Context: an optimization exercise on an open-source flow, tuned for small area, a short achievable clock period and few clock cycles per item. The choices shown serve that exercise and are no tape-out recipe. At most, simulation tests tie the RTL to the original design; equivalence was not proved.

main:
## alpha_compositor
module alpha_compositor (
    input  wire         clk,
    input  wire         rst,         
    input  wire         cmd_valid,
    output wire         cmd_ready,
    input  wire [127:0] cmd,
    output reg          rsp_valid,
    input  wire         rsp_ready,
    output wire [47:0]  rsp
);
    function [31:0] csa;
        input [15:0] x;
        input [15:0] y;
        input [15:0] z;
        reg   [15:0] s;
        reg   [15:0] c;
        begin
            s   = x ^ y ^ z;
            c   = (x & y) | (x & z) | (y & z);
            csa = {c[14:0], 1'b0, s};
        end
    endfunction
    function [15:0] wsum;
        input [9:0] F;
        input [9:0] B;
        input [5:0] a;
        reg   [15:0] r0, r1, r2, r3, r4, r5;
        reg   [31:0] t1, t2, t3, t4;
        begin
            r0 = {6'd0, a[0] ? F : B};
            r1 = {5'd0, a[1] ? F : B, 1'd0};
            r2 = {4'd0, a[2] ? F : B, 2'd0};
            r3 = {3'd0, a[3] ? F : B, 3'd0};
            r4 = {2'd0, a[4] ? F : B, 4'd0};
            r5 = {1'd0, a[5] ? F : B, 5'd0};
            t1 = csa(r0, r1, r2);
            t2 = csa(r3, r4, r5);
            t3 = csa(t1[15:0], t1[31:16], t2[15:0]);
            t4 = csa(t3[15:0], t3[31:16], t2[31:16]);
            wsum = t4[15:0] + t4[31:16];
        end
    endfunction
    reg        ready_q;
    assign cmd_ready = ready_q;
  ...
For scale: roughly 2500 cells after synthesis, roughly 210 flip-flops, ~180 I/O pins, about 18000 um^2 of cells after synthesis.
Settings: LEC_CHECK=0, ABC_AREA=1, CAP_MARGIN=20, CORE_MARGIN=2, CORE_UTILIZATION=60, SLEW_MARGIN=70; clock period 33.0 ns.
standard.sh (not shown) runs the stock make flow with config.mk's settings and CLKGATE_MAP_FILE= SYNTH_SCRIPT=/design/flow/synth_recipe.tcl, a recipe that flattens the netlist after the stock synthesis.
==> flow/flow/run.sh <==
#!/bin/bash
# The standard layout, with sky130_fd_sc_hd__buf_2 as the buffer that
# buffer_ports puts on every input and output port.
set -euo pipefail
export BUFFER_PORTS_ARGS="-buffer_cell sky130_fd_sc_hd__buf_2"
bash standard.sh > standard_flow.log 2>&1
Testbench counts of main, summed over its fixed seeds: cycles 18,018, items 18,000.
--- input diff main..the feature branch ---
diff --git a/flow/design.v b/flow/design.v
--- a/flow/design.v
+++ b/flow/design.v
@@ -178,69 +178,51 @@
     wire [1:0] t_rp  = qne ? rp_i : rp;
     wire [1:0] t_cnt = cnt - {1'b0, qne} + {1'b0, v2 && qne};
     wire [1:0] h_wp  = v2 ? wp_i : wp;
     wire [1:0] h_cnt = cnt + {1'b0, v2};
     wire [1:0] occ_a = occ + {1'b0, accept};
     wire       t_rdy = (occ_a - {1'b0, have}) != 2'd3;
     wire       h_rdy = occ_a != 2'd3;
     wire [1:0] t_occ = occ_a - {1'b0, have};
-    reg        t_fault;
-    reg [7:0]  t_op;
-    reg [1:0]  t_cause;
-    reg [15:0] t_res0;
-    reg [8:0]  t_res1;
-    always @(*) begin
-        t_fault = fault;
-        t_op    = s_op;
-        t_cause = s_cause;
-        t_res0  = res0;
-        t_res1  = res1;
-        if (have && !fault) begin
-            case (nxt[17:16])
-                2'd1: t_res0 = nxt[15:0];
-                2'd2: begin
-                    t_res0 = {{7{dx[8]}}, dx};
-                    t_res1 = dy;
-                end
-                2'd3: begin
-                    t_fault = 1'b1;
-                    t_op    = nxt[9:2];
-                    t_cause = nxt[1:0];
-                end
-                default: ;
-            endcase
+    wire [1:0] nk   = nxt[17:16];
+    wire       live = have && !fault;
+    wire       upd0 = live && (nk == 2'd1 || nk == 2'd2);
+    wire       upd1 = live && (nk == 2'd2);
+    wire       updf = live && (nk == 2'd3);
+    wire [15:0] r0n = (nk == 2'd2) ? {{7{dx[8]}}, dx} : nxt[15:0];
+    wire take = !rsp_valid || rsp_ready;
+    always @(posedge clk) begin
+        if (rst || (take && upd0)) res0 <= rst ? 16'd0 : r0n;
+    end
+    always @(posedge clk) begin
+        if (rst || (take && upd1)) res1 <= rst ? 9'd0 : dy;
+    end
+    always @(posedge clk) begin
+        if (rst || (take && updf)) begin
+            fault   <= !rst;
+            s_op    <= rst ? 8'd0 : nxt[9:2];
+            s_cause <= rst ? 2'd0 : nxt[1:0];
         end
     end
-    wire take = !rsp_valid || rsp_ready;
     always @(posedge clk) begin
         if (rst) begin
             wp        <= 2'd0;
             rp        <= 2'd0;
             cnt       <= 2'd0;
             occ       <= 2'd0;
             ready_q   <= 1'b1;
             rsp_valid <= 1'b0;
-            fault     <= 1'b0;
-            s_op      <= 8'd0;
-            s_cause   <= 2'd0;
-            res0      <= 16'd0;
-            res1      <= 9'd0;
         end else if (take) begin
             wp        <= t_wp;
             rp        <= t_rp;
             cnt       <= t_cnt;
             occ       <= t_occ;
             ready_q   <= t_rdy;
             rsp_valid <= have;
-            fault     <= t_fault;
-            s_op      <= t_op;
-            s_cause   <= t_cause;
-            res0      <= t_res0;
-            res1      <= t_res1;
         end else begin
             wp        <= h_wp;
             cnt       <= h_cnt;
             occ       <= occ_a;
             ready_q   <= h_rdy;
         end
     end
 endmodule
--- outcome ---
The feature branch | stages: all done | timing, DRC, antenna: all pass. Comparing the two runs side by side, the feature branch comes out ahead of main on setup slack of the critical path after layout. Fraction of registers with async set or reset after synthesis came out exactly the same in main and the feature branch. Fmax | the feature branch vs main | the feature branch faster. Min basic-gate share of the synthesized area counting and, or, nand and nor cells across main and the feature branch: main. From main to the feature branch the numbers moved as follows: largest net degree at the start of global routing increased by 3 relative to the old numbers, multi-input combinational area share dropped 1.9 points.
For the feature branch, only the layout was checked, not whether the RTL still works.

afterwards: timing with drivers on the ports:
The flow's constraints put no driver on any port. The routed layouts listed below were extracted and timed again, unchanged, in two steps. Step 1 sets driving cells, clkbuf_16 on the clock port and buf_2 on the other inputs (assumed; they add their load-dependent delay and slew). Step 2 adds t to the input delays and takes it off the output delays; t is the mean of the earliest and latest rising clock arrival at the registers after step 1. Input paths then give back, and output paths get back, about the clock's delay inside the block. Slacks: ideal ports / drivers / drivers and shift; pairs: ideal ports / drivers.
| run | shift t [ns] | setup slack, ns | worst data-port slew with drivers (ns) |
|---|---|---|---|
| main | 0.570 | 25.027 / 25.058 / 24.489 | 0.08 |
| the feature branch | 0.611 | 25.200 / 25.147 / 25.093 | 0.05 |
After both steps setup and hold are still met in every run listed. For main, which loses most, drivers alone change the setup slack by +0.031 ns; drivers and shift together by -0.538 ns.
